This design comes from an exercise in tuning for small area, a short achievable clock period and few clock cycles per item on the open sky130 flow, not from production work.
Function was not checked in any run shown here: the RTL went through the layout flow alone.
Power figures rest on the tool's default switching activity, not on a simulated workload.

$ cat design/flow/design.v
module cptv_decoder (
    input  wire        clk,
    input  wire        rst,           
    input  wire        cmd_valid,
    output wire        cmd_ready,
    input  wire [4:0]  cmd_width,     
    input  wire [15:0] cmd_count,     
    input  wire        cmd_hist,      
    output reg         cmd_err,       
    input  wire        in_valid,
    output wire        in_ready,
    input  wire [31:0] in_data,
    input  wire        h_valid,
    output wire        h_ready,
    input  wire [15:0] h_data,
    output reg         out_valid,
    input  wire        out_ready,
    output reg  [15:0] out_data,
    output reg         out_last
);
    reg        idle;          
    reg        chk;           
    reg        dec;           
    reg        hist;
    reg [3:0]  wm1;           
    reg [15:0] sl;            
    reg        last_q;        
    reg [15:0] hq0, hq1, hq2, hq3;    
    reg [2:0]  hc;                    
    reg [3:0]  q;             
    reg [4:0]  e;             
    reg        pop_q;         
    reg [1:0]  k2;            
    reg        in_rdy;
    reg [15:0] rr;            
    reg        r_valid, r_last;
    reg [15:0] acc;           
    reg        a_valid, a_last;
    reg [15:0] hb;            
    reg        hbv;
    reg        h_rdy;
    reg        sk_valid;      
    reg [15:0] sk_data;
    reg        sk_last;
    assign cmd_ready = idle;
    assign in_ready  = in_rdy;
    assign h_ready   = h_rdy;
    wire cmd_ok   = (cmd_width != 5'd0) && (!cmd_width[4] || cmd_width[3:0] == 4'd0) &&
                    (cmd_count != 16'd0);
    wire cmd_fire = cmd_valid && idle;
    wire have = (hc != 3'd0) && (!e[4] || hc[2] || hc[1]);
    wire s2 = a_valid && (!hist || hbv) && !sk_valid;   
    wire s1 = r_valid && (!a_valid || s2);              
    wire s0 = dec && have && (!r_valid || s1);          
    wire [30:0] cat  = {hq0, hq1[15:1]};                
    wire [45:0] catx = {15'd0, cat} << e;
    wire [15:0] raw  = catx[45:30];                     
    wire        sign = hq0[~q];                         
    reg  [15:0] resid;
    integer j;
    always @(*)
        for (j = 0; j < 16; j = j + 1)
            resid[j] = (j <= wm1) ? raw[j] : sign;
    wire [15:0] sample = acc + hb;
    wire out_free = !out_valid || out_ready;
    wire       pop   = s0 && pop_q;
    wire       lastc = s0 && last_q;
    wire       sl_is2 = (sl == 16'd2);
    wire [5:0] u    = {1'b0, e} + {2'b0, wm1} + 6'd1;              
    wire [4:0] e1   = pop_q ? u[4:0] - 5'd16 : u[4:0];
    wire [6:0] v    = {2'b0, e} + {2'b0, wm1, 1'b0} + 7'd2;        
    wire [6:0] v1   = pop_q ? v - 7'd16 : v;                       
    wire [1:0] k21  = v1[5:4];
    wire       pop1 = (e1 >= 5'd15);
    wire       push = in_valid && in_rdy;
    wire [2:0] hcp  = hc - {2'b0, pop};                 
    wire [2:0] hc_n = lastc ? 3'd0 : hcp + {1'b0, push, 1'b0};
    wire       dec_n  = dec && !lastc;
    wire [4:0] e_n    = s0 ? e1 : e;
    wire [1:0] k2_n   = s0 ? k21 : k2;
    wire       last_n = s0 ? sl_is2 : last_q;
    wire [1:0] reach  = last_n ? {1'b0, e_n[4]} : k2_n;    
    wire in_rdy_n = dec_n && (hc_n <= {1'b0, reach});
    wire r_valid_n = s0 || (r_valid && !s1);
    wire a_valid_n = s1 || (a_valid && !s2);
    wire hbv_n     = (h_valid && h_rdy) || (hbv && !(s2 && hist));
    wire sk_valid_n = sk_valid ? !out_free : (s2 && !out_free);
    wire owed_a   = a_valid_n || r_valid_n || dec_n;     
    wire owed_b   = r_valid_n || dec_n;                   
    wire h_rdy_n  = hist &&
                    (hbv_n ? (a_valid_n && !sk_valid_n && owed_b) : owed_a);
    always @(posedge clk) begin
        if (rst) begin
            idle      <= 1'b1;
            chk       <= 1'b0;
            dec       <= 1'b0;
            hc        <= 3'd0;
            in_rdy    <= 1'b0;
            r_valid   <= 1'b0;
            a_valid   <= 1'b0;
            hbv       <= 1'b0;
            h_rdy     <= 1'b0;
            sk_valid  <= 1'b0;
            out_valid <= 1'b0;
            cmd_err   <= 1'b0;
        end else begin
            cmd_err   <= cmd_fire && !cmd_ok;
            chk       <= cmd_fire;
            hc        <= hc_n;
            r_valid   <= r_valid_n;
            a_valid   <= a_valid_n;
            hbv       <= hbv_n;
            sk_valid  <= sk_valid_n;
            if (idle) begin
                idle   <= !cmd_valid;
                in_rdy <= 1'b0;
                h_rdy  <= 1'b0;
            end else if (chk) begin
                idle   <= cmd_err;
                dec    <= !cmd_err;
                in_rdy <= !cmd_err;
                h_rdy  <= !cmd_err && hist;
            end else begin
                idle   <= s2 && a_last;
                dec    <= dec_n;
                in_rdy <= in_rdy_n;
                h_rdy  <= h_rdy_n;
            end
            if (out_free)
                out_valid <= sk_valid || s2;
        end
    end
    always @(posedge clk) begin
        if (cmd_fire) begin
            hist   <= cmd_hist;
            wm1    <= cmd_width[3:0] - 4'd1;
            sl     <= cmd_count;
            last_q <= (cmd_count == 16'd1);
        end else if (s0) begin
            sl     <= sl - 16'd1;
            last_q <= sl_is2;
        end
        if (chk) begin
            q     <= 4'd0;
            e     <= {1'b0, wm1};
            pop_q <= (wm1 == 4'd15);
            k2    <= {1'b0, wm1[3]};                    
        end else if (s0) begin
            q     <= e[3:0] + 4'd1;
            e     <= e1;
            pop_q <= pop1;
            k2    <= k21;
        end
        if (pop || hc == 3'd0)
            hq0 <= (hcp != 3'd0) ? hq1 : in_data[31:16];
        if (pop || hc <= 3'd1)
            hq1 <= (hcp >= 3'd2) ? hq2 : (hcp == 3'd1) ? in_data[31:16] : in_data[15:0];
        if (pop || hc <= 3'd2)
            hq2 <= (hcp >= 3'd3) ? hq3 : (hcp == 3'd2) ? in_data[31:16] : in_data[15:0];
        if (pop || hc <= 3'd3)
            hq3 <= in_data[15:0];
        if (s0) begin
            rr     <= resid;
            r_last <= last_q;
        end
        if (chk)
            acc <= 16'd0;
        else if (s1)
            acc <= acc + rr;
        if (s1)
            a_last <= r_last;
        if (!hbv || (s2 && hist))
            hb <= h_data & {16{hist}};
        if (out_free) begin
            if (sk_valid) begin
                out_data <= sk_data;
                out_last <= sk_last;
            end else begin
                out_data <= sample;
                out_last <= a_last;
            end
        end else if (!sk_valid) begin
            sk_data <= sample;
            sk_last <= a_last;
        end
    end
endmodule
$ cat design/flow/run.sh
#!/bin/bash
# synth_recipe.tcl (not shown) runs the flow's synth.tcl, then flattens the netlist and writes it again
# the make line also repeats each setting of config.mk as NAME=value (left out here)
make -C /OpenROAD-flow-scripts/flow DESIGN_CONFIG=/design/flow/config.mk WORK_HOME=/design/flow/orfs CLKGATE_MAP_FILE= SYNTH_SCRIPT=/design/flow/synth_recipe.tcl finish
$ cat design/flow/config.mk
export PLATFORM = sky130hd
export DESIGN_NAME = cptv_decoder
export DESIGN_NICKNAME = cptv_decoder
export VERILOG_FILES = /design/flow/design.v
export SDC_FILE = /design/flow/constraint.sdc
export NUM_CORES = 4
export LEC_CHECK = 0
export CAP_MARGIN = 20
export CORE_MARGIN = 2
export CORE_UTILIZATION = 40
export SETUP_SLACK_MARGIN = 4.55
export SLEW_MARGIN = 20
$ cat design/flow/constraint.sdc
create_clock -name core_clock -period 7.0 [get_ports {clk}]
set_input_delay 1.4000 -clock core_clock [delete_from_list [all_inputs] [get_ports {clk}]]
set_output_delay 1.4000 -clock core_clock [all_outputs]
set_load 0.01 [all_outputs]
==> summary.txt, run 1 <==
reg2reg path depth=13; count of unresolved DRC violations after routing=0; synthesized instance count=1091; quantity of I/O buffers inserted on ports=97; Data arrival, critical path=3.19 ns; leakage power=5.57 nW; count of final hold-check violations=0; Clock Skew=0.0126 ns; startpoint of the worst hold path=r_last; Peak supply drop=186 uV; synthesized area per cell=10.7 um2; highest routed layer=met4; CTS sink cnt=196; Area contributors post-synth=sky130_fd_sc_hd__edfxtp_1, sky130_fd_sc_hd__dfxtp_1, sky130_fd_sc_hd__ha_1, sky130_fd_sc_hd__mux4_2, sky130_fd_sc_hd__nand2_1; largest net degree at the start of global routing=43; synthesized area=11600 um2; Clock transition at path regs=0.08 ns; Clock power frac=0.356; final hold slack=0.434 ns; wire length reported by the detailed router=28.6 mm; global-route usage over all layers=0.189; detailed-router iteration count before antenna repair=7; most used cells in the layout excluding fill and tap cells=sky130_fd_sc_hd__edfxtp_1, sky130_fd_sc_hd__nand2_1, sky130_fd_sc_hd__nor2_1, sky130_fd_sc_hd__clkdlybuf4s50_1, sky130_fd_sc_hd__o21ai_0; unrepaired setup endpoints after global routing=yes; Filler Cell Count=2570; peak fanout along the critical path=3; top_reg_cell synth=sky130_fd_sc_hd__edfxtp_1; number of DRC violations after detailed-routing iteration 0=596; CP Data Required Time=7.38 ns; proportion of synthesized flip-flops having asynchronous set or reset=0; hold-critical path endpoint=a_last; count of final setup violators=0; number of distinct standard cells referenced by the synthesized netlist=74; met2 wire length=14.0 mm; vias in the first global route=8562; fin crit share=0.401; Routed met3 length=1.24 mm; CTS H-tree lvls=4; power density over the cells=187 nW/um2; status=finished clean; YS warnings=1; Final Net Count=1350; Routed met1 length=13.1 mm; worst-skew pair later-pin latency=0.45 ns; final standard cell count with taps included and fillers excluded=1620; leading area contributor after synthesis=sky130_fd_sc_hd__edfxtp_1; Inserted Diodes=0; placer's final routability congestion estimate=0.841; number of enable flip-flop cells after synthesis=158; grt ovf=0; internal reg-to-reg setup slack=4.19 ns; global-route wire length before repair=45.7 mm; DIE AREA=30500 um2; remaining antenna violation count=0; fmax=356 MHz; initial cell density of the core=0.406; maximum count of clock buffers along a single path=2; core area=28700 um2; sequential cell area fraction in the yosys report=0.473; cell at the root of the clock tree=sky130_fd_sc_hd__clkbuf_16; fraction of power consumed by combinational cells=0.147; worst hold path cell count=0; total half-perimeter wirelength after legalization and detailed placement=19.0 mm; count of vias placed by the detailed router=8982; Synth top area share=0.407; Final Power=2.75 mW; die width=175 um; number of core rows=62; number of nets in the synthesized netlist=1218; leading cell type in the layout, fill and taps excluded=sky130_fd_sc_hd__edfxtp_1; measured slew at the worst slew-check pin=0.801 ns; worst reg2reg path startpoint=e[3]; Worst slew margin=0.466; Layout area overhead=26.4%; switching share of power=0.258; IO Pins=98; sum of negative setup slack=0 ns; cell-internal power=2.04 mW; cts bufs inserted=17; area of all placed cells without fillers=14700 um2; initial antenna violation count=0; Placement Cell Area=13200 um2; vertical die dimension=175 um; Net Sw Power=0.711 mW; synthesized flop and latch total=196; worst r2r dst=in_rdy; Post-Place Cells=1529; kind of critical path=flip-flop to flip-flop; sequential power share=0.497; kind of end point of the critical path=flip-flop; crit path time final=2.81 ns; class of the tightest hold or removal check=flip-flop to flip-flop; total count of max-transition violations in the final report=0; share of post-route cells with drive strength above 1=0.233; Avg WL per Cell=17.7 um; hold-fix buffer count after cts=0; max-cap check violation count=0; via count normalized by instance count=5.54; TritonCTS clock tree=built; Worst Setup Start Kind=flip-flop
## final cells by class
type / count / area (um2) / area share
flip-flops and latches: 196 / 5530 / 0.375
multi-input cells: 807 / 6390 / 0.434
clock buffers: 17 / 425 / 0.0289
clock inverters: 15 / 143 / 0.00969
well taps: 384 / 480 / 0.0326
repair buffers: 166 / 1590 / 0.108
inverters: 34 / 161 / 0.0110
repair inverters: 1 / 7.51 / 0.000510
## critical path: stages, from the launching register on
cell,delay (ns)
sky130_fd_sc_hd__edfxtp_1,0.44
sky130_fd_sc_hd__ha_1,0.32
sky130_fd_sc_hd__ha_1,0.29
sky130_fd_sc_hd__o211a_1,0.15
sky130_fd_sc_hd__o22ai_2,0.16
sky130_fd_sc_hd__o311ai_2,0.12
sky130_fd_sc_hd__xor2_1,0.18
sky130_fd_sc_hd__mux2_4,0.27
sky130_fd_sc_hd__nand2_1,0.08
sky130_fd_sc_hd__ha_1,0.24
sky130_fd_sc_hd__nor2b_1,0.13
sky130_fd_sc_hd__o21ai_1,0.12
sky130_fd_sc_hd__nand4_1,0.08
sky130_fd_sc_hd__a21boi_1,0.14
## stage by stage
| step | worst slack, ns | util |
|---|---|---|
| 5_1_grt | 4.03 | 0.513 |
| 2_1_floorplan | 4.25 | - |
| 4_1_cts | 4.17 | 0.501 |
| 6_report | 4.19 | 0.513 |
| 3_5_place_dp | 3.35 | 0.459 |
| 3_3_place_gp | 3.47 | 0.459 |
## synth_stat cells, types with 10 or more instances
library cell	count
sky130_fd_sc_hd__o21ai_0	81
sky130_fd_sc_hd__a22oi_1	20
sky130_fd_sc_hd__nand2_1	109
sky130_fd_sc_hd__nand3_1	16
sky130_fd_sc_hd__edfxtp_1	158
sky130_fd_sc_hd__mux2_2	34
sky130_fd_sc_hd__dfxtp_1	38
sky130_fd_sc_hd__a31oi_1	26
sky130_fd_sc_hd__nor3_1	18
sky130_fd_sc_hd__nor2_1	78
sky130_fd_sc_hd__mux4_2	25
sky130_fd_sc_hd__nor2b_1	27
sky130_fd_sc_hd__xor2_1	12
sky130_fd_sc_hd__a21o_1	11
sky130_fd_sc_hd__xnor2_1	29
sky130_fd_sc_hd__ha_1	48
sky130_fd_sc_hd__and2_1	23
sky130_fd_sc_hd__nand2b_1	10
sky130_fd_sc_hd__a211oi_1	12
sky130_fd_sc_hd__clkbuf_1	42
sky130_fd_sc_hd__o31ai_1	10
sky130_fd_sc_hd__a21oi_1	63
sky130_fd_sc_hd__inv_1	29
sky130_fd_sc_hd__o211ai_1	11
sky130_fd_sc_hd__mux2i_1	40
## how the worst max path moves through the flow
stage | depth (start not counted) | endpoint | startpoint | slack (ns)
floorplan | 17 | in_rdy | hist | 4.25
global placement | 12 | hq0[11] | e[4] | 3.47
detailed placement | 12 | hq0[1] | e[4] | 3.35
CTS | 16 | in_rdy | e[0] | 4.17
global route | 16 | in_rdy | e[0] | 4.03
finish | 13 | in_rdy | e[3] | 4.19
## cell families (layout without fill, tap and decap cells)
kind of cell | after synthesis | after routing | share of synthesized area
AND/OR/NAND/NOR | 325 | 326 | 0.136
adder cells (fa/ha/maj) | 52 | 52 | 0.0576
flip-flops | 196 | 196 | 0.473
AO/OA/AOI/OAI | 289 | 289 | 0.157
XOR/XNOR | 41 | 41 | 0.0308
multiplexers | 99 | 99 | 0.116
buffers and inverters | 89 | 233 | 0.0301
## sequential cells by signal, indices dropped and copies added, names as in the netlist, 4 cells and up
register	count
e	5
sl	16
hb	16
hq1	16
hq2	16
hq3	16
hq0	16
out_data	16
rr	16
acc	16
wm1	4
sk_data	16
q	4
## power groups by stage
stage / sequential, mW / combinational (mW) / clock [mW]
after floorplan: 1.39 / 0.235 / 0
after global placement: 1.40 / 0.347 / 0
after detailed placement: 1.40 / 0.351 / 0
after CTS: 1.37 / 0.386 / 1.00
after global routing: 1.37 / 0.440 / 1.04
final: 1.37 / 0.403 / 0.979
## timing repair
action                     4_1_cts  5_1_grt
setup endpoints to repair      159       92
resized for setup              151       58
setup buffers                   31       22
hold endpoints to repair         0        0
gates cloned                     6        0
pin swaps                       22       39
## routing by layer
metal,global-route usage,up-vias
met5,0,-
met4,0.0517,0
met3,0.0300,20
met2,0.318,256
met1,0.253,4335
li1,-,4371
==> run 2, diff against run 1 <==
--- a/design/flow/config.mk
+++ b/design/flow/config.mk
@@ -8,5 +8,5 @@
 export CAP_MARGIN = 20
 export CORE_MARGIN = 2
 export CORE_UTILIZATION = 40
-export SETUP_SLACK_MARGIN = 4.55
+export SETUP_SLACK_MARGIN = 4.4
 export SLEW_MARGIN = 20
==> run 2 against run 1 <==
Against the previous run:
- fmax shrank 2.9%
- area after synthesis is the same
- die area unchanged
- sequential share of layout area grew 0.83 points
- critical path depth up 3
- worst setup slack got worse by 0.085 ns
- total power decreased by 2.1%
- core utilization decreased by 1.2 points
- first-iteration DRC count is 13% lower
- wire length shrank 0.72%
- clock power down 4.3%
- critical path type unchanged
- critical endpoint unchanged
==> summary.txt, run 2 <==
unrepaired setup endpoints after global routing=yes; via count normalized by instance count=5.54 (about the same); share of post-route cells with drive strength above 1=0.180 (-0.0528); Data arrival, critical path=3.25 ns (+0.06 ns); synthesized area per cell=10.7 um2 (unchanged); Routed met1 length=13.2 mm (+0.81%); Avg WL per Cell=17.7 um (+0.21%); initial cell density of the core=0.406 (unchanged); Clock Skew=0.0105 ns (-0.00212 ns); leading cell type in the layout, fill and taps excluded=sky130_fd_sc_hd__edfxtp_1; max-cap check violation count=0 (unchanged); placer's final routability congestion estimate=0.837 (-0.46%); cell at the slowest stage of the critical path=sky130_fd_sc_hd__edfxtp_1; CTS H-tree lvls=4 (unchanged); cell at the root of the clock tree=sky130_fd_sc_hd__clkbuf_16; vertical die dimension=175 um (unchanged); cts bufs inserted=17 (unchanged); number of DRC violations after detailed-routing iteration 0=519 (-13%); Filler Cell Count=2627 (+2.2%); number of enable flip-flop cells after synthesis=158 (unchanged); CP Data Required Time=7.36 ns (-0.02 ns); final core utilization=0.500 (-0.0124); status=finished clean; fmax=346 MHz (-2.9%); count of unresolved DRC violations after routing=0 (unchanged); initial antenna violation count=0 (unchanged); top_reg_cell synth=sky130_fd_sc_hd__edfxtp_1; IO Pins=98 (unchanged); vias in the first global route=8595 (+0.39%); maximum count of clock buffers along a single path=2 (unchanged); most frequent cells after synthesis=sky130_fd_sc_hd__edfxtp_1, sky130_fd_sc_hd__nand2_1, sky130_fd_sc_hd__o21ai_0; remaining antenna violation count=0 (unchanged); fin crit share=0.413 (+0.0122); Post-Place Cells=1528 (-0.065%); global-route usage over all layers=0.188 (-0.000479); Routed met3 length=1.20 mm (-3.0%); die width=175 um (unchanged); wire length reported by the detailed router=28.4 mm (-0.72%); number of distinct standard cells referenced by the synthesized netlist=74 (unchanged); power density over the cells=187 nW/um2 (+0.31%); synthesized instance count=1091 (unchanged); DIE AREA=30500 um2 (unchanged); core area=28700 um2 (unchanged); largest incremental delay on the critical path=0.43 ns (about the same); leading area contributor after synthesis=sky130_fd_sc_hd__edfxtp_1; Synth top area share=0.407 (unchanged); quantity of I/O buffers inserted on ports=97 (unchanged); YS warnings=1 (unchanged); count of vias placed by the detailed router=8897 (-0.95%); most used cells in the layout excluding fill and tap cells=sky130_fd_sc_hd__edfxtp_1, sky130_fd_sc_hd__nand2_1, sky130_fd_sc_hd__nor2_1, sky130_fd_sc_hd__o21ai_0, sky130_fd_sc_hd__clkdlybuf4s50_1; number of core rows=62 (unchanged); Worst slew margin=0.471 (+0.00493); global-route wire length before repair=45.7 mm (about the same); worst-skew pair later-pin latency=0.44 ns (about the same); CTS sink cnt=196 (unchanged); largest net degree at the start of global routing=43 (unchanged); class of the tightest hold or removal check=flip-flop to flip-flop; measured slew at the worst slew-check pin=0.792 ns (-0.00931 ns); library cell with the highest instance count after synthesis=sky130_fd_sc_hd__edfxtp_1; Area contributors post-synth=sky130_fd_sc_hd__edfxtp_1, sky130_fd_sc_hd__dfxtp_1, sky130_fd_sc_hd__ha_1, sky130_fd_sc_hd__mux4_2, sky130_fd_sc_hd__nand2_1; peak fanout along the critical path=2 (-1); grt ovf=0 (unchanged); kind of end point of the critical path=flip-flop; number of nets in the synthesized netlist=1218 (unchanged); count of final hold-check violations=0 (unchanged); cells along the critical path=buf_12 > inv_12 > ha_4 > inv_2 > fa_2 > a21o_1 > a21oi_2 > xnor2_2 > nand2_1 > xnor2_2 > mux2i_1 > ha_1 > nand2_1 > o21ai_1 > nand4_1 > a21boi_2; Final Power=2.69 mW (-2.1%); count of final setup violators=0 (unchanged); leakage power=5.42 nW (-2.6%); crit path time final=2.89 ns (+0.0852 ns); final standard cell count with taps included and fillers excluded=1605 (-0.93%); Inserted Diodes=0 (unchanged); total count of max-transition violations in the final report=0 (unchanged); sum of negative setup slack=0 ns (unchanged); Peak supply drop=155 uV (-17%); total half-perimeter wirelength after legalization and detailed placement=19.3 mm (+1.6%); highest routed layer=met4; proportion of synthesized flip-flops having asynchronous set or reset=0 (unchanged); synthesized area=11600 um2 (unchanged); sequential cell area fraction in the yosys report=0.473 (unchanged); kind of critical path=flip-flop to flip-flop; synthesized flop and latch total=196 (unchanged); Layout area overhead=23.3%; Worst Setup Start Kind=flip-flop; TritonCTS clock tree=built; Final Net Count=1335 (-1.1%); Clock transition at path regs=0.07 ns (about the same); detailed-router iteration count before antenna repair=5 (-2); met2 wire length=13.7 mm (-2.3%)
==> run 2: logic make-up after synthesis <==
| kind of cell | share of synthesized area |
|---|---|
| AO/OA/AOI/OAI | 0.157 |
| XOR/XNOR | 0.0308 |
| adder cells (fa/ha/maj) | 0.0576 |
| buffers and inverters | 0.0301 |
| flip-flops | 0.473 |
| multiplexers | 0.116 |
| AND/OR/NAND/NOR | 0.136 |
==> run 2: per-stage QoR <==
| stage | setup slack, ns | hold WS [ns] | area [um2] |
|---|---|---|---|
| after floorplan | 4.25 | 0.400 | 11900 |
| after global placement | 3.05 | 0.403 | 13100 |
| after detailed placement | 2.98 | 0.418 | 13100 |
| after CTS | 4.10 | 0.437 | 14200 |
| after global routing | 3.94 | 0.454 | 14400 |
| final | 4.11 | 0.432 | 14400 |
==> run 2: cell type report <==
cell class                 instances  area [um2]  area share
clock buffer                      17         425      0.0296
clock inverter                    15         120     0.00836
inverter                          34         151      0.0105
multi-input combinational        810        6250       0.435
sequential                       196        5510       0.384
tap                              384         480      0.0335
timing repair buffer             148        1410      0.0984
timing repair inverter             1        7.51    0.000523
==> run 2: critical path: cells and delay by family (launching register included) <==
family | cells | cell delay, ns
simple gates | 3 | 0.28
flops | 1 | 0.43
mux | 1 | 0.12
xor+xnor | 2 | 0.37
compound gates | 4 | 0.63
buf+inv | 3 | 0.26
fa+ha+maj | 3 | 0.73
==> run 2: per-layer routing <==
layer | vias to the layer above | track usage
li1 | 4348 | -
met1 | 4304 | 0.255
met2 | 218 | 0.312
met3 | 27 | 0.0305
met4 | 0 | 0.0538
met5 | - | 0
==> run 2: final timing paths <==
kind                              from  endpoint  slack [ns]  cells after the start
worst max register to register    e[0]    in_rdy        4.11                     16
worst min register to register  r_last    a_last        0.43                      0
worst max-delay path              e[0]    in_rdy        4.11                     16
worst min-delay path            r_last    a_last        0.43                      0
==> run 2: power by group <==
part           total (mW)  switching, mW  internal (mW)  leakage [nW]
logic               0.385          0.184          0.201          3.23
registers            1.37         0.0430           1.33          1.93
clock network       0.937          0.473          0.464         0.266
==> run 2: timing repair <==
item / in CTS / in global routing
pin swaps: 20 / 15
hold buffers: 0 / 0
setup buffers: 32 / 6
gates resized for setup: 59 / 24
gates cloned: 6 / 1
endpoints found under the setup margin: 150 / 103
==> run 3, diff against run 2 <==
--- a/design/flow/design.v
+++ b/design/flow/design.v
@@ -31,6 +31,9 @@
     reg [4:0]  e;             
     reg        pop_q;         
     reg [1:0]  k2;            
+    reg [4:0]  eb;            
+    reg        popb;
+    reg [1:0]  k2b;
     reg        in_rdy;
     reg [15:0] rr;            
     reg        r_valid, r_last;
@@ -66,18 +69,20 @@
     wire       pop   = s0 && pop_q;
     wire       lastc = s0 && last_q;
     wire       sl_is2 = (sl == 16'd2);
-    wire [5:0] u    = {1'b0, e} + {2'b0, wm1} + 6'd1;              
-    wire [4:0] e1   = pop_q ? u[4:0] - 5'd16 : u[4:0];
-    wire [6:0] v    = {2'b0, e} + {2'b0, wm1, 1'b0} + 7'd2;        
-    wire [6:0] v1   = pop_q ? v - 7'd16 : v;                       
+    wire [4:0] ea   = chk ? {1'b0, wm1} : eb;
+    wire       pa   = chk ? (wm1 == 4'd15) : popb;
+    wire [5:0] u    = {1'b0, ea} + {2'b0, wm1} + 6'd1;             
+    wire [4:0] e1   = pa ? u[4:0] - 5'd16 : u[4:0];
+    wire [6:0] v    = {2'b0, ea} + {2'b0, wm1, 1'b0} + 7'd2;       
+    wire [6:0] v1   = pa ? v - 7'd16 : v;                          
     wire [1:0] k21  = v1[5:4];
     wire       pop1 = (e1 >= 5'd15);
     wire       push = in_valid && in_rdy;
     wire [2:0] hcp  = hc - {2'b0, pop};                 
     wire [2:0] hc_n = lastc ? 3'd0 : hcp + {1'b0, push, 1'b0};
     wire       dec_n  = dec && !lastc;
-    wire [4:0] e_n    = s0 ? e1 : e;
-    wire [1:0] k2_n   = s0 ? k21 : k2;
+    wire [4:0] e_n    = s0 ? eb : e;
+    wire [1:0] k2_n   = s0 ? k2b : k2;
     wire       last_n = s0 ? sl_is2 : last_q;
     wire [1:0] reach  = last_n ? {1'b0, e_n[4]} : k2_n;    
     wire in_rdy_n = dec_n && (hc_n <= {1'b0, reach});
@@ -147,9 +152,14 @@
             k2    <= {1'b0, wm1[3]};                    
         end else if (s0) begin
             q     <= e[3:0] + 4'd1;
-            e     <= e1;
-            pop_q <= pop1;
-            k2    <= k21;
+            e     <= eb;
+            pop_q <= popb;
+            k2    <= k2b;
+        end
+        if (chk || s0) begin
+            eb    <= e1;
+            popb  <= pop1;
+            k2b   <= k21;
         end
         if (pop || hc == 3'd0)
             hq0 <= (hcp != 3'd0) ? hq1 : in_data[31:16];
==> run 3 against run 2 <==
Against the previous run:
- still clean
- non-clock buffer count unchanged
- first-iteration DRC count up 19%
- area after synthesis up 3.0%
- critical endpoint unchanged
- largest power group unchanged
- highest routed layer unchanged
==> summary.txt, run 3 <==
Area contributors post-synth=sky130_fd_sc_hd__edfxtp_1, sky130_fd_sc_hd__dfxtp_1, sky130_fd_sc_hd__ha_1, sky130_fd_sc_hd__mux4_2, sky130_fd_sc_hd__mux2i_1; number of core rows=63 (+1.6%); synthesized area=12000 um2 (+3.0%); Avg WL per Cell=18.0 um (+1.5%); class of the tightest hold or removal check=flip-flop to flip-flop; count of final setup violators=0 (unchanged); fmax=374 MHz (+8.1%); unrepaired setup endpoints after global routing=yes; kind of end point of the critical path=flip-flop; most used cells in the layout excluding fill and tap cells=sky130_fd_sc_hd__edfxtp_1, sky130_fd_sc_hd__nand2_1, sky130_fd_sc_hd__nor2_1; most frequent cells after synthesis=sky130_fd_sc_hd__edfxtp_1, sky130_fd_sc_hd__nand2_1, sky130_fd_sc_hd__nor2_1; via count normalized by instance count=5.55 (+0.16%); remaining antenna violation count=0 (unchanged); sequential cell area fraction in the yosys report=0.479 (+0.00627); area of all placed cells without fillers=14900 um2 (+3.7%); Layout area overhead=24.2%; synthesized flop and latch total=204 (+4.1%); initial antenna violation count=0 (unchanged); synthesized instance count=1084 (-0.64%); global-route wire length before repair=45.6 mm (-0.15%); count of final hold-check violations=0 (unchanged); worst-skew pair later-pin latency=0.54 ns (+0.10 ns); Synth top area share=0.416 (+0.00817); combined buffer and inverter count along the critical path=1 (-2); cells along the critical path=clkdlybuf4s50_1 > and2_4 > ha_4 > a21boi_2 > ha_1 > nor2b_4 > o21ai_1 > nand4_1 > a21boi_1; crit path time final=2.68 ns (-0.216 ns); number of nets in the synthesized netlist=1211 (-0.57%); count of unresolved DRC violations after routing=0 (unchanged); peak fanout along the critical path=2 (unchanged); library cell with the highest instance count after synthesis=sky130_fd_sc_hd__edfxtp_1; vias in the first global route=8446 (-1.7%); detailed-router iteration count before antenna repair=5 (unchanged); global-route usage over all layers=0.182 (-0.00579); cell at the root of the clock tree=sky130_fd_sc_hd__clkbuf_16; largest net degree at the start of global routing=52 (+21%); maximum count of clock buffers along a single path=3 (+1); cell class contributing the biggest share of worst-path delay=adder cells; startpoint of the worst hold path=r_last; share of post-route cells with drive strength above 1=0.176 (-0.00438); IO Pins=98 (unchanged); hold-critical path endpoint=a_last; grt ovf=0 (unchanged); wire length reported by the detailed router=29.0 mm (+2.0%); measured slew at the worst slew-check pin=0.780 ns (-0.0119 ns); CTS sink cnt=204 (+4.1%); kind of critical path=primary input to flip-flop; status=finished clean; count of vias placed by the detailed router=8956 (+0.66%); number of distinct standard cells referenced by the synthesized netlist=69 (-6.8%); max-cap check violation count=0 (unchanged); DIE AREA=31400 um2 (+2.9%); worst reg2reg path startpoint=hist; quantity of I/O buffers inserted on ports=97 (unchanged); Clock Skew=0.0163 ns (+0.00578 ns); TritonCTS clock tree=built; core area=29600 um2 (+3.0%); initial cell density of the core=0.406 (about the same); Clock transition at path regs=0.06 ns (about the same); fin crit share=0.382 (-0.0309); vertical die dimension=177 um (+1.5%); leading cell type in the layout, fill and taps excluded=sky130_fd_sc_hd__edfxtp_1; YS warnings=1 (unchanged); worst hold path cell count=0 (unchanged); CTS H-tree lvls=1 (-3); leakage power=5.70 nW (+5.1%); leading area contributor after synthesis=sky130_fd_sc_hd__edfxtp_1; cell at the slowest stage of the critical path=sky130_fd_sc_hd__clkdlybuf4s50_1; number of DRC violations after detailed-routing iteration 0=617 (+19%); Inserted Diodes=0 (unchanged); Worst Setup Start Kind=primary input; largest incremental delay on the critical path=0.45 ns (+0.02 ns); Final Net Count=1331 (-0.30%); worst r2r dst=in_rdy; number of enable flip-flop cells after synthesis=166 (+5.1%); Placement Cell Area=13400 um2 (+1.8%); placer's final routability congestion estimate=0.839 (+0.18%); sum of negative setup slack=0 ns (unchanged); die width=177 um (+1.5%); top_reg_cell synth=sky130_fd_sc_hd__edfxtp_1; total count of max-transition violations in the final report=0 (unchanged); power density over the cells=211 nW/um2 (+13%); total half-perimeter wirelength after legalization and detailed placement=19.8 mm (+2.6%); CP Data Required Time=7.47 ns (+0.11 ns); internal reg-to-reg setup slack=4.32 ns (+0.22 ns); reg2reg path depth=15 (-1); cts bufs inserted=25 (+8); Peak supply drop=174 uV (+12%); Worst slew margin=0.479 (+0.00793); Filler Cell Count=2648 (+0.80%); proportion of synthesized flip-flops having asynchronous set or reset=0 (unchanged); synthesized area per cell=11.1 um2 (+3.7%); Data arrival, critical path=3.14 ns (-0.11 ns)
## run 3: cell families after synthesis
family / synth area share
flip-flops: 0.479
buffers and inverters: 0.0353
XOR/XNOR: 0.0321
AND/OR/NAND/NOR: 0.119
adder cells (fa/ha/maj): 0.0559
AO/OA/AOI/OAI: 0.149
multiplexers: 0.129
## run 3: worst max-delay path by stage
stage              from  endpoint  slack (ns)  depth (start not counted)
6_report       in_valid    in_rdy        4.32                          9
5_1_grt           hc[0]    in_rdy        4.19                         15
4_1_cts        sk_valid    in_rdy        4.31                         16
3_5_place_dp       hist   hq0[10]        3.24                         12
3_3_place_gp       hist   hq0[11]        3.31                         12
2_1_floorplan      hist    in_rdy        4.24                         16
## run 3: per-layer routing
metal | part of all wire | global-route usage | vias to the layer above
li1 | - | - | 4340
met1 | 0.46 | 0.261 | 4351
met2 | 0.48 | 0.294 | 225
met3 | 0.044 | 0.0236 | 40
met4 | 0.018 | 0.0437 | 0
met5 | 0 | 0 | -
## run 3: layout make-up
type	instances	area (um2)	area share
clock inverter	8	85.1	0.00571
tap	390	488	0.0328
timing repair buffer	148	1510	0.101
inverter	38	173	0.0116
timing repair inverter	1	7.51	0.000504
clock buffer	38	777	0.0522
sequential	204	5760	0.386
multi-input combinational	786	6100	0.410
## run 3: per-stage QoR
step / setup slack [ns] / power, mW / std cells / utilization / hold slack, ns
2_1_floorplan: 4.24 / 1.69 / 1084 / - / 0.400
3_3_place_gp: 3.31 / 1.82 / 1527 / 0.452 / 0.441
3_5_place_dp: 3.24 / 1.83 / 1527 / 0.452 / 0.433
4_1_cts: 4.31 / 3.16 / 1589 / 0.493 / 0.444
5_1_grt: 4.19 / 3.27 / 1613 / 0.504 / 0.476
6_report: 4.32 / 3.14 / 1613 / 0.504 / 0.444
## run 3: repair_timing
action | in CTS | in global routing
pin swaps | 4 | 20
endpoints found under the setup margin | 157 | 55
resized for setup | 67 | 47
setup buffers | 12 | 22
hold buffers | 0 | 0
gates cloned | 4 | 2
## run 3: power by group
group	leakage [nW]	internal, mW	switching [mW]	total [mW]
Clock	0.420	0.806	0.513	1.32
Combinational	3.27	0.200	0.189	0.388
Sequential	2.01	1.39	0.0450	1.43
Total	5.70	2.39	0.747	3.14
==> run 4, diff against run 3 <==
--- a/design/flow/config.mk
+++ b/design/flow/config.mk
@@ -8,5 +8,5 @@
 export CAP_MARGIN = 20
 export CORE_MARGIN = 2
 export CORE_UTILIZATION = 40
-export SETUP_SLACK_MARGIN = 4.4
+export SETUP_SLACK_MARGIN = 4.55
 export SLEW_MARGIN = 20
==> run 4 against run 3 <==
Against the previous run:
- first-iteration DRC count is 11% higher
- clock-buffer cell count fell by 5
- synthesized cell count stayed put
- largest cell class unchanged
- die area did not move
- critical endpoint unchanged
- worst setup slack gained 0.019 ns
- non-clock buffer count grew 38
- combinational power grew 7.7%
- flip-flop and latch count is the same
- clock skew increased by 0.0063 ns
- sequential share of layout area shrank 1.1 points
- worst hold slack improved by 0.023 ns
==> summary.txt, run 4 <==
status=finished clean; share of post-route cells with drive strength above 1=0.245 (+0.0691); number of distinct standard cells referenced by the synthesized netlist=69 (unchanged); synthesized instance count=1084 (unchanged); total half-perimeter wirelength after legalization and detailed placement=19.7 mm (-0.83%); Clock Skew=0.0226 ns (+0.00627 ns); die width=177 um (unchanged); cell-internal power=2.40 mW (about the same); Synth top area share=0.416 (unchanged); fin crit share=0.380 (-0.00278); measured slew at the worst slew-check pin=0.717 ns (-0.0624 ns); detailed-router iteration count before antenna repair=4 (-1); Net Sw Power=0.764 mW (+2.3%); library cell with the highest instance count after synthesis=sky130_fd_sc_hd__edfxtp_1; worst-skew pair later-pin latency=0.54 ns (about the same); kind of end point of the critical path=flip-flop; Final Power=3.16 mW (+0.57%); internal reg-to-reg setup slack=4.34 ns (+0.02 ns); top_reg_cell synth=sky130_fd_sc_hd__edfxtp_1; sequential power share=0.454 (-0.002); IO Pins=98 (unchanged); Final Net Count=1370 (+2.9%); leading cell type in the layout, fill and taps excluded=sky130_fd_sc_hd__edfxtp_1; switching share of power=0.242 (+0.00402); sum of negative setup slack=0 ns (unchanged); Peak supply drop=185 uV (+6.3%); Layout area overhead=27.9%; Inserted Diodes=0 (unchanged); startpoint of the worst hold path=r_last; proportion of synthesized flip-flops having asynchronous set or reset=0 (unchanged); number of DRC violations after detailed-routing iteration 0=682 (+11%); Avg WL per Cell=18.4 um (+2.2%); maximum count of clock buffers along a single path=3 (unchanged); hold-fix buffer count after cts=0 (unchanged); quantity of I/O buffers inserted on ports=97 (unchanged); Post-Place Cells=1526 (-0.065%); synthesized area per cell=11.1 um2 (unchanged); count of vias placed by the detailed router=9124 (+1.9%); leading area contributor after synthesis=sky130_fd_sc_hd__edfxtp_1; initial antenna violation count=0 (unchanged); TritonCTS clock tree=built; power density over the cells=206 nW/um2 (-2.3%); Area contributors post-synth=sky130_fd_sc_hd__edfxtp_1, sky130_fd_sc_hd__dfxtp_1, sky130_fd_sc_hd__ha_1, sky130_fd_sc_hd__mux4_2, sky130_fd_sc_hd__mux2i_1; grt ovf=0 (unchanged); worst reg2reg path startpoint=sl[7]; number of nets in the synthesized netlist=1211 (unchanged); synthesized flop and latch total=204 (unchanged); most used cells in the layout excluding fill and tap cells=sky130_fd_sc_hd__edfxtp_1, sky130_fd_sc_hd__nand2_1, sky130_fd_sc_hd__nor2_1; kind of critical path=flip-flop to flip-flop; core area=29600 um2 (unchanged); remaining antenna violation count=0 (unchanged); Worst slew margin=0.508 (+0.0292); CTS sink cnt=204 (unchanged); vias in the first global route=8648 (+2.4%); count of final setup violators=0 (unchanged); number of core rows=63 (unchanged); leakage power=5.94 nW (+4.2%); CTS H-tree lvls=1 (unchanged); crit path time final=2.66 ns (-0.0194 ns); vertical die dimension=177 um (unchanged); Clock transition at path regs=0.06 ns (about the same); unrepaired setup endpoints after global routing=yes; count of unresolved DRC violations after routing=0 (unchanged); largest net degree at the start of global routing=52 (unchanged); peak fanout along the critical path=3 (+1); class of the tightest hold or removal check=flip-flop to flip-flop; YS warnings=1 (unchanged); wire length reported by the detailed router=30.3 mm (+4.7%); cell at the root of the clock tree=sky130_fd_sc_hd__clkbuf_16; Placement Cell Area=13400 um2 (about the same); via count normalized by instance count=5.52 (-0.53%); count of final hold-check violations=0 (unchanged); CP Data Required Time=7.46 ns (about the same); most frequent cells after synthesis=sky130_fd_sc_hd__edfxtp_1, sky130_fd_sc_hd__nand2_1, sky130_fd_sc_hd__nor2_1; number of enable flip-flop cells after synthesis=166 (unchanged); CP Launch Point=sl[7]; sequential cell area fraction in the yosys report=0.479 (unchanged); total count of max-transition violations in the final report=0 (unchanged); initial cell density of the core=0.406 (unchanged); DIE AREA=31400 um2 (unchanged); fraction of power consumed by combinational cells=0.132 (+0.008); synthesized area=12000 um2 (unchanged); Clock power frac=0.413 (-0.007); final standard cell count with taps included and fillers excluded=1652 (+2.4%); placer's final routability congestion estimate=0.830 (-1.0%); global-route usage over all layers=0.183 (+0.000901); area of all placed cells without fillers=15300 um2 (+3.0%); global-route wire length before repair=46.1 mm (+0.95%); Data arrival, critical path=3.12 ns (-0.02 ns); cts bufs inserted=25 (unchanged); max-cap check violation count=0 (unchanged); fmax=376 MHz (+0.73%); Worst Setup Start Kind=flip-flop
[run 4: cell types whose count changed in the layout (fill, tap and decap cells not counted), moves of 7 or more]
cell                              delta
sky130_fd_sc_hd__a21oi_1             -7
sky130_fd_sc_hd__clkdlybuf4s15_1    -17
sky130_fd_sc_hd__mux2_4             +11
sky130_fd_sc_hd__buf_2              +21
sky130_fd_sc_hd__mux2_2             -11
sky130_fd_sc_hd__buf_4              +28
[run 4: worst max-delay path: stages, from the launching register on]
cell	delay, ns
sky130_fd_sc_hd__edfxtp_1	0.41
sky130_fd_sc_hd__or3_4	0.41
sky130_fd_sc_hd__or4_4	0.58
sky130_fd_sc_hd__nor3_4	0.17
sky130_fd_sc_hd__mux2i_4	0.11
sky130_fd_sc_hd__mux2i_1	0.17
sky130_fd_sc_hd__a21oi_1	0.09
sky130_fd_sc_hd__ha_1	0.28
sky130_fd_sc_hd__nand2_1	0.05
sky130_fd_sc_hd__o21ai_1	0.07
sky130_fd_sc_hd__nand4_1	0.09
sky130_fd_sc_hd__a21boi_1	0.15
[run 4: layer usage]
layer	vias to the layer above	routed length (um)	global-route usage
met5	-	0	0
met4	0	598	0.0441
met3	45	1290	0.0245
met2	209	14500	0.303
met1	4442	14000	0.254
li1	4428	-	-
[run 4: cell families (layout without fill, tap and decap cells)]
family                     count (synthesis)  in the layout  synth area share
AOI/OAI and AO/OA                        281            281             0.149
xor gates and xnor gates                  44             44            0.0321
adders and majority gates                 52             52            0.0559
buffers and inverters                     94            271            0.0353
DFF                                      204            204             0.479
muxes                                    111            111             0.129
and+or+nand+nor                          298            299             0.119
[run 4: final timing paths]
kind / to / depth (start not counted)
max reg2reg: in_rdy / 11
min: a_last / 0
max: in_rdy / 11
min reg2reg: a_last / 0
[run 4: cell type report]
type | instances | area (um2)
clock inverters | 13 | 139
repair buffers | 186 | 1790
flip-flops and latches | 204 | 5760
fillers | 2639 | 14200
multi-input cells | 787 | 6270
clock buffers | 33 | 706
well taps | 390 | 488
inverters | 38 | 179
repair inverters | 1 | 7.51
[run 4: power groups by stage]
stage               logic (mW)  clock network, mW  registers (mW)
detailed placement       0.362                  0            1.46
CTS                      0.389               1.33            1.43
finish                   0.418               1.31            1.44
floorplan                0.245                  0            1.44
global route             0.457               1.38            1.44
global placement         0.358                  0            1.46
[run 4: stage by stage]
step / hold WS [ns] / setup slack [ns] / util
4_1_cts: 0.473 / 4.32 / 0.499
5_1_grt: 0.472 / 4.20 / 0.519
6_report: 0.467 / 4.34 / 0.519
3_3_place_gp: 0.446 / 3.35 / 0.452
2_1_floorplan: 0.400 / 4.24 / -
3_5_place_dp: 0.433 / 3.28 / 0.452
[run 4: what timing repair did]
item | in CTS | in global routing
pin swaps | 22 | 29
resized for setup | 154 | 60
setup buffers | 42 | 29
setup endpoints to repair | 180 | 85
cloned | 4 | 5
==> run 5, diff against run 4 <==
--- a/design/flow/design.v
+++ b/design/flow/design.v
@@ -79,13 +79,16 @@
     wire       pop1 = (e1 >= 5'd15);
     wire       push = in_valid && in_rdy;
     wire [2:0] hcp  = hc - {2'b0, pop};                 
-    wire [2:0] hc_n = lastc ? 3'd0 : hcp + {1'b0, push, 1'b0};
     wire       dec_n  = dec && !lastc;
     wire [4:0] e_n    = s0 ? eb : e;
     wire [1:0] k2_n   = s0 ? k2b : k2;
     wire       last_n = s0 ? sl_is2 : last_q;
     wire [1:0] reach  = last_n ? {1'b0, e_n[4]} : k2_n;    
-    wire in_rdy_n = dec_n && (hc_n <= {1'b0, reach});
+    wire [2:0] hc_0   = lastc ? 3'd0 : hcp;               
+    wire [2:0] hc_1   = lastc ? 3'd0 : hcp + 3'd2;        
+    wire in_rdy_0 = dec_n && (hc_0 <= {1'b0, reach});
+    wire in_rdy_1 = dec_n && (hc_1 <= {1'b0, reach});
+    wire in_rdy_n = push ? in_rdy_1 : in_rdy_0;
     wire r_valid_n = s0 || (r_valid && !s1);
     wire a_valid_n = s1 || (a_valid && !s2);
     wire hbv_n     = (h_valid && h_rdy) || (hbv && !(s2 && hist));
@@ -111,7 +114,7 @@
         end else begin
             cmd_err   <= cmd_fire && !cmd_ok;
             chk       <= cmd_fire;
-            hc        <= hc_n;
+            hc        <= push ? hc_1 : hc_0;
             r_valid   <= r_valid_n;
             a_valid   <= a_valid_n;
             hbv       <= hbv_n;
--- a/design/flow/config.mk
+++ b/design/flow/config.mk
@@ -8,5 +8,5 @@
 export CAP_MARGIN = 20
 export CORE_MARGIN = 2
 export CORE_UTILIZATION = 40
-export SETUP_SLACK_MARGIN = 4.55
+export SETUP_SLACK_MARGIN = 4.4
 export SLEW_MARGIN = 20
==> run 5 against run 4 <==
Against the previous run:
- via count decreased by 0.31%
- synthesized cell count increased by 1.9%
- register-to-register slack got worse by 0.23 ns
- first-iteration DRC count increased by 7.5%
==> summary.txt, run 5 <==
startpoint of the worst hold path=r_last; class of the tightest hold or removal check=flip-flop to flip-flop; status=finished clean; grt ovf=0 (unchanged); measured slew at the worst slew-check pin=0.768 ns (+0.0507 ns); Synth top area share=0.417 (+0.00130); most frequent cells after synthesis=sky130_fd_sc_hd__edfxtp_1, sky130_fd_sc_hd__nand2_1, sky130_fd_sc_hd__nor2_1; vertical die dimension=177 um (-0.15%); initial cell density of the core=0.404 (-0.00127); number of nets in the synthesized netlist=1232 (+1.7%); synthesized flop and latch total=204 (unchanged); detailed-router iteration count before antenna repair=6 (+2); TritonCTS clock tree=built; Final Power=3.15 mW (-0.15%); leakage power=5.55 nW (-6.5%); final standard cell count with taps included and fillers excluded=1631 (-1.3%); YS warnings=1 (unchanged); total count of max-transition violations in the final report=0 (unchanged); Data arrival, critical path=3.35 ns (+0.23 ns); sum of negative setup slack=0 ns (unchanged); worst-skew pair later-pin latency=0.53 ns (about the same); placer's final routability congestion estimate=0.865 (+4.2%); number of enable flip-flop cells after synthesis=166 (unchanged); die width=177 um (-0.15%); cell at the root of the clock tree=sky130_fd_sc_hd__clkbuf_16; Clock transition at path regs=0.06 ns (about the same); count of final hold-check violations=0 (unchanged); number of DRC violations after detailed-routing iteration 0=733 (+7.5%); count of unresolved DRC violations after routing=0 (unchanged); hold-critical path endpoint=a_last; global-route wire length before repair=46.7 mm (+1.3%); worst reg2reg path startpoint=sl[5]; CP Data Required Time=7.46 ns (about the same); proportion of synthesized flip-flops having asynchronous set or reset=0 (unchanged); count of final setup violators=0 (unchanged); power density over the cells=215 nW/um2 (+4.3%); CTS H-tree lvls=1 (unchanged); top_reg_cell synth=sky130_fd_sc_hd__edfxtp_1; Post-Place Cells=1545 (+1.2%); Area contributors post-synth=sky130_fd_sc_hd__edfxtp_1, sky130_fd_sc_hd__dfxtp_1, sky130_fd_sc_hd__mux4_2, sky130_fd_sc_hd__ha_1, sky130_fd_sc_hd__nand2_1; fmax=346 MHz (-8.0%); largest net degree at the start of global routing=41 (-21%); internal reg-to-reg setup slack=4.11 ns (-0.23 ns); maximum count of clock buffers along a single path=3 (unchanged); leading cell type in the layout, fill and taps excluded=sky130_fd_sc_hd__edfxtp_1; library cell with the highest instance count after synthesis=sky130_fd_sc_hd__edfxtp_1; final hold slack=0.441 ns (-0.0259 ns); leading area contributor after synthesis=sky130_fd_sc_hd__edfxtp_1; unrepaired setup endpoints after global routing=yes; Clock Skew=0.0238 ns (+0.00125 ns); synthesized area=12000 um2 (-0.31%); via count normalized by instance count=5.58 (+0.98%); sequential cell area fraction in the yosys report=0.481 (+0.00150); count of vias placed by the detailed router=9096 (-0.31%); max-cap check violation count=0 (unchanged); peak fanout along the critical path=3 (unchanged); number of core rows=63 (unchanged); global-route usage over all layers=0.186 (+0.00250); synthesized instance count=1105 (+1.9%); crit path time final=2.89 ns (+0.232 ns); Peak supply drop=157 uV (-15%); Final Net Count=1352 (-1.3%); fin crit share=0.413 (+0.0331); remaining antenna violation count=0 (unchanged); Layout area overhead=22.8%; Worst slew margin=0.487 (-0.0214); worst r2r dst=in_rdy; kind of end point of the critical path=flip-flop; most used cells in the layout excluding fill and tap cells=sky130_fd_sc_hd__edfxtp_1, sky130_fd_sc_hd__nand2_1, sky130_fd_sc_hd__nor2_1; synthesized area per cell=10.8 um2 (-2.2%); total half-perimeter wirelength after legalization and detailed placement=19.7 mm (+0.37%); share of post-route cells with drive strength above 1=0.160 (-0.0853); IO Pins=98 (unchanged); core area=29600 um2 (unchanged); reg2reg path depth=13 (+2); number of distinct standard cells referenced by the synthesized netlist=71 (+2.9%); CTS sink cnt=204 (unchanged); initial antenna violation count=0 (unchanged); worst hold path cell count=0 (unchanged); Worst Setup Start Kind=flip-flop; wire length reported by the detailed router=29.5 mm (-2.6%); kind of critical path=flip-flop to flip-flop; DIE AREA=31300 um2 (-0.30%); vias in the first global route=8753 (+1.2%); Inserted Diodes=0 (unchanged); hold-fix buffer count after cts=0 (unchanged); quantity of I/O buffers inserted on ports=97 (unchanged); cts bufs inserted=24 (-4.0%); Avg WL per Cell=18.1 um (-1.4%)
[run 5: cell count changes after synthesis, moves of 6 or more]
cell | before | now
sky130_fd_sc_hd__nand2_1 | 87 | 101
sky130_fd_sc_hd__mux2i_1 | 45 | 36
sky130_fd_sc_hd__o21ai_1 | 5 | 14
sky130_fd_sc_hd__nand3_1 | 14 | 22
sky130_fd_sc_hd__a21o_1 | 19 | 12
sky130_fd_sc_hd__buf_2 | 7 | 14
sky130_fd_sc_hd__a311o_1 | 7 | 1
sky130_fd_sc_hd__mux2_1 | 0 | 6
sky130_fd_sc_hd__o211ai_1 | 8 | 14
sky130_fd_sc_hd__xnor2_1 | 33 | 27
[run 5: layout make-up]
cell class              instances  area, um2
inverters                      39        158
repair inverters                1       7.51
multi-input cells             809       6060
clock inverters                13        176
repair buffers                146       1420
flip-flops and latches        204       5760
clock buffers                  29        619
well taps                     390        488
fillers                      2703      14900
[run 5: critical path: stages, from the launching register on]
cell and delay [ns]:
sky130_fd_sc_hd__edfxtp_1 0.39, sky130_fd_sc_hd__or3_4 0.41, sky130_fd_sc_hd__or4b_4 0.55, sky130_fd_sc_hd__nor4_4 0.14, sky130_fd_sc_hd__mux2_4 0.20, sky130_fd_sc_hd__mux2i_1 0.20, sky130_fd_sc_hd__a21oi_1 0.09, sky130_fd_sc_hd__ha_1 0.29
sky130_fd_sc_hd__nand2_1 0.05, sky130_fd_sc_hd__o21ai_1 0.07, sky130_fd_sc_hd__o21ai_1 0.09, sky130_fd_sc_hd__o21ai_2 0.13, sky130_fd_sc_hd__nand3_1 0.08, sky130_fd_sc_hd__a21boi_1 0.12
[run 5: logic make-up (layout without fill, tap and decap cells)]
group | Yosys count | after routing | synth area share
XOR/XNOR | 42 | 43 | 0.0314
adder cells (fa/ha/maj) | 52 | 52 | 0.0561
multiplexers | 102 | 102 | 0.120
AND/OR/NAND/NOR | 324 | 326 | 0.130
buffers and inverters | 95 | 228 | 0.0322
flip-flops | 204 | 204 | 0.481
AO/OA/AOI/OAI | 286 | 286 | 0.150
[run 5: worst max path at each step]
stage               endpoint      from  slack [ns]
floorplan             in_rdy      hist        4.16
global placement     hq0[10]  sk_valid        2.56
detailed placement   hq0[12]  sk_valid        2.47
CTS                   in_rdy     sl[8]        4.05
global route          in_rdy     sl[5]        3.94
finish                in_rdy     sl[5]        4.11
[run 5: stage by stage]
stage	area, um2	worst slack [ns]	utilization
floorplan	12100	4.16	-
global placement	13300	2.56	0.451
detailed placement	13300	2.47	0.451
CTS	14400	4.05	0.489
global route	14700	3.94	0.497
finish	14700	4.11	0.497
[run 5: timing repair]
item | 4_1_cts | 5_1_grt
cloned | 4 | 2
endpoints found under the hold margin | 0 | 0
gates resized for setup | 51 | 31
buffers inserted | 24 | 14
pin swaps | 12 | 4
endpoints found under the setup margin | 195 | 84
[run 5: layer usage]
| metal | wire, um | up-vias | global-route usage |
|---|---|---|---|
| met3 | 1430 | 53 | 0.0264 |
| met1 | 13300 | 4394 | 0.255 |
| met5 | 0 | - | 0 |
| met4 | 656 | 0 | 0.0527 |
| li1 | - | 4403 | - |
| met2 | 14200 | 246 | 0.307 |
[run 5: power breakdown]
part,internal [mW],switching [mW]
clock network,0.777,0.504
logic,0.219,0.207
registers,1.40,0.0523
==> run 6, diff against run 5 <==
--- a/design/flow/config.mk
+++ b/design/flow/config.mk
@@ -8,5 +8,7 @@
 export CAP_MARGIN = 20
 export CORE_MARGIN = 2
 export CORE_UTILIZATION = 40
+export CTS_CLUSTER_DIAMETER = 80
+export CTS_CLUSTER_SIZE = 40
 export SETUP_SLACK_MARGIN = 4.4
 export SLEW_MARGIN = 20
==> run 6 against run 5 <==
Against the previous run:
- sequential share of layout area up 1.0 points
- clock-buffer cell count shrank 14
- synthesized cell count is the same
- worst setup slack gained 0.0020 ns
- combinational power barely moved
- clock power fell by 33%
- core utilization shrank 1.2 points
- wire length fell by 1.8%
- die area stayed put
- largest power group unchanged
- highest routed layer unchanged
==> summary.txt, run 6 <==
compound-gate portion of the synthesized area=0.150 (unchanged); Routed met3 length=1.08 mm (-25%); worst hold path cell count=0 (unchanged); max-cap check violation count=0 (unchanged); synthesized instance count=1105 (unchanged); main combinational cell family by area after synthesis=compound AO/OA/AOI/OAI gates; class of the tightest hold or removal check=flip-flop to flip-flop; Clock transition at path regs=0.10 ns (+0.04 ns); vias in the first global route=8622 (-1.5%); vertical die dimension=177 um (unchanged); count of final setup violators=0 (unchanged); sum of negative setup slack=0 ns (unchanged); global-route usage over all layers=0.184 (-0.00192); peak fanout along the critical path=3 (unchanged); Area contributors post-synth=sky130_fd_sc_hd__edfxtp_1, sky130_fd_sc_hd__dfxtp_1, sky130_fd_sc_hd__mux4_2, sky130_fd_sc_hd__ha_1, sky130_fd_sc_hd__nand2_1; Inserted Diodes=0 (unchanged); highest routed layer=met4; fin crit share=0.412 (about the same); synthesized area=12000 um2 (unchanged); initial cell density of the core=0.404 (unchanged); proportion of synthesized flip-flops having asynchronous set or reset=0 (unchanged); CP Data Required Time=7.45 ns (about the same); most frequent cells after synthesis=sky130_fd_sc_hd__edfxtp_1, sky130_fd_sc_hd__nand2_1, sky130_fd_sc_hd__nor2_1; library cell with the highest instance count after synthesis=sky130_fd_sc_hd__edfxtp_1; cell at the root of the clock tree=sky130_fd_sc_hd__clkbuf_16; Placement Cell Area=13300 um2 (unchanged); placer's final routability congestion estimate=0.865 (unchanged); TritonCTS clock tree=built; crit path time final=2.89 ns (-0.00197 ns); number of distinct standard cells referenced by the synthesized netlist=71 (unchanged); number of enable flip-flop cells after synthesis=166 (unchanged); Layout area overhead=19.8%; count of unresolved DRC violations after routing=0 (unchanged); largest net degree at the start of global routing=41 (unchanged); initial antenna violation count=0 (unchanged); measured slew at the worst slew-check pin=0.775 ns (+0.00701 ns); leakage power=5.41 nW (-2.6%); Synth top area share=0.417 (unchanged); Data arrival, critical path=3.33 ns (-0.02 ns); Worst Setup Start Kind=flip-flop; quantity of I/O buffers inserted on ports=97 (unchanged); sequential cell area fraction in the yosys report=0.481 (unchanged); final core utilization=0.485 (-0.0121); Peak supply drop=186 uV (+18%); Worst slew margin=0.482 (-0.00469); met2 wire length=13.9 mm (-1.8%); die width=177 um (unchanged); area of all placed cells without fillers=14300 um2 (-2.4%); CTS H-tree lvls=1 (unchanged); share of the synthesized netlist area taken by xor and xnor gates=0.0314 (unchanged); via count normalized by instance count=5.57 (about the same); synthesized area per cell=10.8 um2 (unchanged); number of core rows=63 (unchanged); DIE AREA=31300 um2 (unchanged); mux cell area share after synthesis=0.120 (unchanged); Clock Skew=0.0342 ns (+0.0104 ns); most used cells in the layout excluding fill and tap cells=sky130_fd_sc_hd__edfxtp_1, sky130_fd_sc_hd__nand2_1, sky130_fd_sc_hd__nor2_1; total count of max-transition violations in the final report=0 (unchanged); number of nets in the synthesized netlist=1232 (unchanged); YS warnings=1 (unchanged); unrepaired setup endpoints after global routing=yes; number of DRC violations after detailed-routing iteration 0=713 (-2.7%); leading area contributor after synthesis=sky130_fd_sc_hd__edfxtp_1; leading cell type in the layout, fill and taps excluded=sky130_fd_sc_hd__edfxtp_1; adder-cell share of the synthesized area=0.0561 (unchanged); Final Power=2.73 mW (-13%); global-route wire length before repair=46.2 mm (-0.99%); IO Pins=98 (unchanged); share of post-route cells with drive strength above 1=0.148 (-0.0119); top_reg_cell synth=sky130_fd_sc_hd__edfxtp_1; CTS sink cnt=204 (unchanged); power density over the cells=190 nW/um2 (-11%); kind of critical path=flip-flop to flip-flop; simple-gate share of the synthesized area=0.130 (unchanged); wire length reported by the detailed router=29.0 mm (-1.8%); remaining antenna violation count=0 (unchanged); grt ovf=0 (unchanged); maximum count of clock buffers along a single path=3 (unchanged); fmax=346 MHz (about the same); reg2reg path depth=13 (unchanged); Final Net Count=1339 (-0.96%); cts bufs inserted=13 (-46%); detailed-router iteration count before antenna repair=5 (-1); worst slack at placement=2.47 ns (unchanged); total half-perimeter wirelength after legalization and detailed placement=19.7 mm (unchanged); Routed met1 length=13.4 mm (+1.0%); synthesized flop and latch total=204 (unchanged); kind of end point of the critical path=flip-flop; count of vias placed by the detailed router=8966 (-1.4%); worst setup slack after layout=4.11 ns (+0.00197 ns); status=finished clean; Avg WL per Cell=18.0 um (-0.48%); core area=29600 um2 (unchanged); count of final hold-check violations=0 (unchanged); worst-skew pair later-pin latency=0.50 ns (-0.03 ns)
run 6: cell counts after synthesis:
No cell type changed its count.
run 6: repair_timing:
item                                    in CTS  in global routing
endpoints found under the setup margin     197                 58
cloned                                       5                  1
hold buffers                                 0                  0
pin swaps                                   12                  4
setup buffers                               27                  9
gates resized for setup                     50                 21
run 6: final timing paths:
kind                from      to  slack, ns
setup / recovery   sl[5]  in_rdy       4.11
hold / removal    r_last  a_last       0.45
hold reg to reg   r_last  a_last       0.45
setup reg to reg   sl[5]  in_rdy       4.11
run 6: where the power goes:
group          switching, mW  internal (mW)
clock network          0.439          0.419
registers             0.0516           1.39
logic                  0.207          0.219
total                  0.698           2.03
run 6: area by class of cell:
cell class              instances  area [um2]
well taps                     390         488
inverters                      39         154
repair inverters                1        7.51
repair buffers                144        1400
clock buffers                  15         354
multi-input cells             809        6060
fillers                      2732       15200
flip-flops and latches        204        5760
clock inverters                 7        97.6
run 6: critical path, stage by stage (launching register included):
cell and delay (ns):
sky130_fd_sc_hd__edfxtp_1 0.41, sky130_fd_sc_hd__or3_4 0.41, sky130_fd_sc_hd__or4b_4 0.55, sky130_fd_sc_hd__nor4_4 0.14, sky130_fd_sc_hd__mux2_4 0.20, sky130_fd_sc_hd__mux2i_1 0.20, sky130_fd_sc_hd__a21oi_1 0.09, sky130_fd_sc_hd__ha_1 0.29
sky130_fd_sc_hd__nand2_1 0.05, sky130_fd_sc_hd__o21ai_1 0.07, sky130_fd_sc_hd__o21ai_1 0.09, sky130_fd_sc_hd__o21ai_2 0.13, sky130_fd_sc_hd__nand3_1 0.08, sky130_fd_sc_hd__a21boi_1 0.12
run 6: cell families after synthesis:
logic type,after synthesis
buffers and inverters,95
XOR/XNOR,42
adder cells (fa/ha/maj),52
AND/OR/NAND/NOR,324
flip-flops,204
AO/OA/AOI/OAI,286
multiplexers,102
run 6: stage by stage:
stage	std cells	hold WS (ns)
after floorplan	1105	0.400
after global placement	1545	0.432
after detailed placement	1545	0.423
after CTS	1599	0.445
after global routing	1609	0.464
final	1609	0.447
run 6: metal layers:
layer  GRT usage  vias to the layer above
li1            -                     4366
met1       0.256                     4340
met2       0.304                      223
met3      0.0223                       37
met4      0.0472                        0
met5           0                        -
==> run 7, diff against run 6 <==
--- a/design/flow/design.v
+++ b/design/flow/design.v
@@ -25,6 +25,7 @@
     reg [3:0]  wm1;           
     reg [15:0] sl;            
     reg        last_q;        
+    reg        last2_q;       
     reg [15:0] hq0, hq1, hq2, hq3;    
     reg [2:0]  hc;                    
     reg [3:0]  q;             
@@ -68,7 +69,7 @@
     wire out_free = !out_valid || out_ready;
     wire       pop   = s0 && pop_q;
     wire       lastc = s0 && last_q;
-    wire       sl_is2 = (sl == 16'd2);
+    wire       sl_is3 = (sl == 16'd3);
     wire [4:0] ea   = chk ? {1'b0, wm1} : eb;
     wire       pa   = chk ? (wm1 == 4'd15) : popb;
     wire [5:0] u    = {1'b0, ea} + {2'b0, wm1} + 6'd1;             
@@ -82,7 +83,7 @@
     wire       dec_n  = dec && !lastc;
     wire [4:0] e_n    = s0 ? eb : e;
     wire [1:0] k2_n   = s0 ? k2b : k2;
-    wire       last_n = s0 ? sl_is2 : last_q;
+    wire       last_n = s0 ? last2_q : last_q;
     wire [1:0] reach  = last_n ? {1'b0, e_n[4]} : k2_n;    
     wire [2:0] hc_0   = lastc ? 3'd0 : hcp;               
     wire [2:0] hc_1   = lastc ? 3'd0 : hcp + 3'd2;        
@@ -144,9 +145,11 @@
             wm1    <= cmd_width[3:0] - 4'd1;
             sl     <= cmd_count;
             last_q <= (cmd_count == 16'd1);
+            last2_q <= (cmd_count == 16'd2);
         end else if (s0) begin
             sl     <= sl - 16'd1;
-            last_q <= sl_is2;
+            last_q <= last2_q;
+            last2_q <= sl_is3;
         end
         if (chk) begin
             q     <= 4'd0;
--- a/design/flow/config.mk
+++ b/design/flow/config.mk
@@ -10,5 +10,5 @@
 export CORE_UTILIZATION = 40
 export CTS_CLUSTER_DIAMETER = 80
 export CTS_CLUSTER_SIZE = 40
-export SETUP_SLACK_MARGIN = 4.4
+export SETUP_SLACK_MARGIN = 4.5
 export SLEW_MARGIN = 20
==> run 7 against run 6 <==
Against the previous run:
- global-route usage increased by 0.40 points
- core utilization grew 1.5 points
- die area up 0.61%
- non-clock buffer count rose by 28
- sequential share of layout area down 1.0 points
- fmax increased by 11%
- register-to-register slack improved by 0.28 ns
- largest power group unchanged
==> summary.txt, run 7 <==
most crowded layer after global routing=met2; wire length reported by the detailed router=30.2 mm (+4.1%); leading area contributor after synthesis=sky130_fd_sc_hd__edfxtp_1; placer's final routability congestion estimate=0.866 (+0.15%); share of post-route cells with drive strength above 1=0.206 (+0.0582); CTS H-tree lvls=1 (unchanged); count of vias placed by the detailed router=9081 (+1.3%); status=finished clean; YS warnings=1 (unchanged); remaining antenna violation count=0 (unchanged); Avg WL per Cell=18.4 um (+1.9%); peak fanout along the critical path=4 (+1); worst reg2reg path startpoint=sk_valid; die width=177 um (+0.30%); quantity of I/O buffers inserted on ports=97 (unchanged); Worst slew margin=0.480 (-0.00214); number of core rows=63 (unchanged); fraction of met3 tracks used by global routing=0.0182 (-0.00413); Area contributors post-synth=sky130_fd_sc_hd__edfxtp_1, sky130_fd_sc_hd__dfxtp_1, sky130_fd_sc_hd__mux4_2, sky130_fd_sc_hd__ha_1, sky130_fd_sc_hd__mux2_2; synthesized flop and latch total=205 (+0.49%); grt ovf=0 (unchanged); Clock Skew=0.0241 ns (-0.0101 ns); fin crit share=0.372 (-0.0401); detailed-router iteration count before antenna repair=5 (unchanged); number of distinct standard cells referenced by the synthesized netlist=74 (+4.2%); Data arrival, critical path=3.01 ns (-0.32 ns); proportion of synthesized flip-flops having asynchronous set or reset=0 (unchanged); TritonCTS clock tree=built; library cell with the highest instance count after synthesis=sky130_fd_sc_hd__edfxtp_1; IO Pins=98 (unchanged); met2 usage=0.318 (+0.0141); vias in the first global route=8815 (+2.2%); number of DRC violations after detailed-routing iteration 0=632 (-11%); sequential cell area fraction in the yosys report=0.480 (about the same); count of final hold-check violations=0 (unchanged); leading cell type in the layout, fill and taps excluded=sky130_fd_sc_hd__edfxtp_1; leakage power=5.55 nW (+2.6%); number of enable flip-flop cells after synthesis=167 (+0.60%); crit path time final=2.61 ns (-0.281 ns); DIE AREA=31500 um2 (+0.61%); cell at the root of the clock tree=sky130_fd_sc_hd__clkbuf_16; count of unresolved DRC violations after routing=0 (unchanged); number of nets in the synthesized netlist=1239 (+0.57%); total count of max-transition violations in the final report=0 (unchanged); fmax=384 MHz (+11%); Post-Place Cells=1554 (+0.58%); measured slew at the worst slew-check pin=0.778 ns (+0.00321 ns); Clock transition at path regs=0.10 ns (about the same); met1 global-route usage=0.259 (+0.00310)
-- run 7: where the power goes --
| part | internal (mW) | leakage, nW | switching [mW] |
|---|---|---|---|
| sequential | 1.40 | 2.02 | 0.0503 |
| combinational | 0.228 | 3.33 | 0.213 |
| clock | 0.370 | 0.204 | 0.460 |
-- run 7: cells by family after synthesis --
group,after synthesis,share of synthesized area
xor+xnor,44,0.0327
fa+ha+maj,52,0.0557
mux,103,0.120
simple gates,330,0.133
flops,205,0.480
compound gates,279,0.144
buf+inv,99,0.0340
-- run 7: critical path, cell delays in order, from the launching register on --
cell	delay, ns
sky130_fd_sc_hd__dfxtp_4	0.37
sky130_fd_sc_hd__buf_12	0.10
sky130_fd_sc_hd__clkinvlp_4	0.09
sky130_fd_sc_hd__a21boi_4	0.24
sky130_fd_sc_hd__a21oi_4	0.10
sky130_fd_sc_hd__nand2_4	0.07
sky130_fd_sc_hd__inv_2	0.04
sky130_fd_sc_hd__ha_4	0.15
sky130_fd_sc_hd__ha_4	0.28
sky130_fd_sc_hd__nor2b_4	0.16
sky130_fd_sc_hd__ha_4	0.21
sky130_fd_sc_hd__nor2b_4	0.12
sky130_fd_sc_hd__o21ai_2	0.11
sky130_fd_sc_hd__o21ai_1	0.07
sky130_fd_sc_hd__o21ai_1	0.13
sky130_fd_sc_hd__a31oi_1	0.09
sky130_fd_sc_hd__nor3_1	0.18
-- run 7: how the worst max path moves through the flow --
stage | start | end | slack (ns)
detailed placement | hist | hq0[11] | 2.90
floorplan | hist | hq0[10] | 4.08
finish | sk_valid | in_rdy | 4.39
global placement | hist | hq0[10] | 3.00
global route | sk_valid | in_rdy | 4.29
CTS | sk_valid | in_rdy | 4.36
-- run 7: layout make-up --
cell class / count / area share
well taps: 390 / 0.0330
multi-input cells: 813 / 0.423
repair buffers: 172 / 0.112
flip-flops and latches: 205 / 0.392
inverters: 42 / 0.0114
clock inverters: 8 / 0.00651
clock buffers: 13 / 0.0220
-- run 7: stage by stage --
step / cell area (um2) / worst slack, ns
3_3_place_gp: 13400 / 3.00
5_1_grt: 14800 / 4.29
4_1_cts: 14300 / 4.36
6_report: 14800 / 4.39
2_1_floorplan: 12200 / 4.08
3_5_place_dp: 13400 / 2.90
-- run 7: layer usage --
metal  wire length, um  vias up
met5                 0        -
met4               607        0
met3              1100       37
met2             14700      193
met1             13800     4394
li1                  -     4457
-- run 7: timing repair --
item                                    in CTS  in global routing
buffers inserted                            34                 24
hold buffers                                 0                  0
gates cloned                                 7                  3
endpoints found under the setup margin     143                 70
gates resized for setup                    104                 66
hold endpoints to repair                     0                  0
pin swaps                                    8                 22

Check on run 7: ideal ports give 4.394 ns setup slack; a clkbuf_16 on the clock port and buf_2 on the inputs give 4.394 ns; moving port delays by the midpoint clock arrival (0.526 ns) as well gives 4.116 ns.
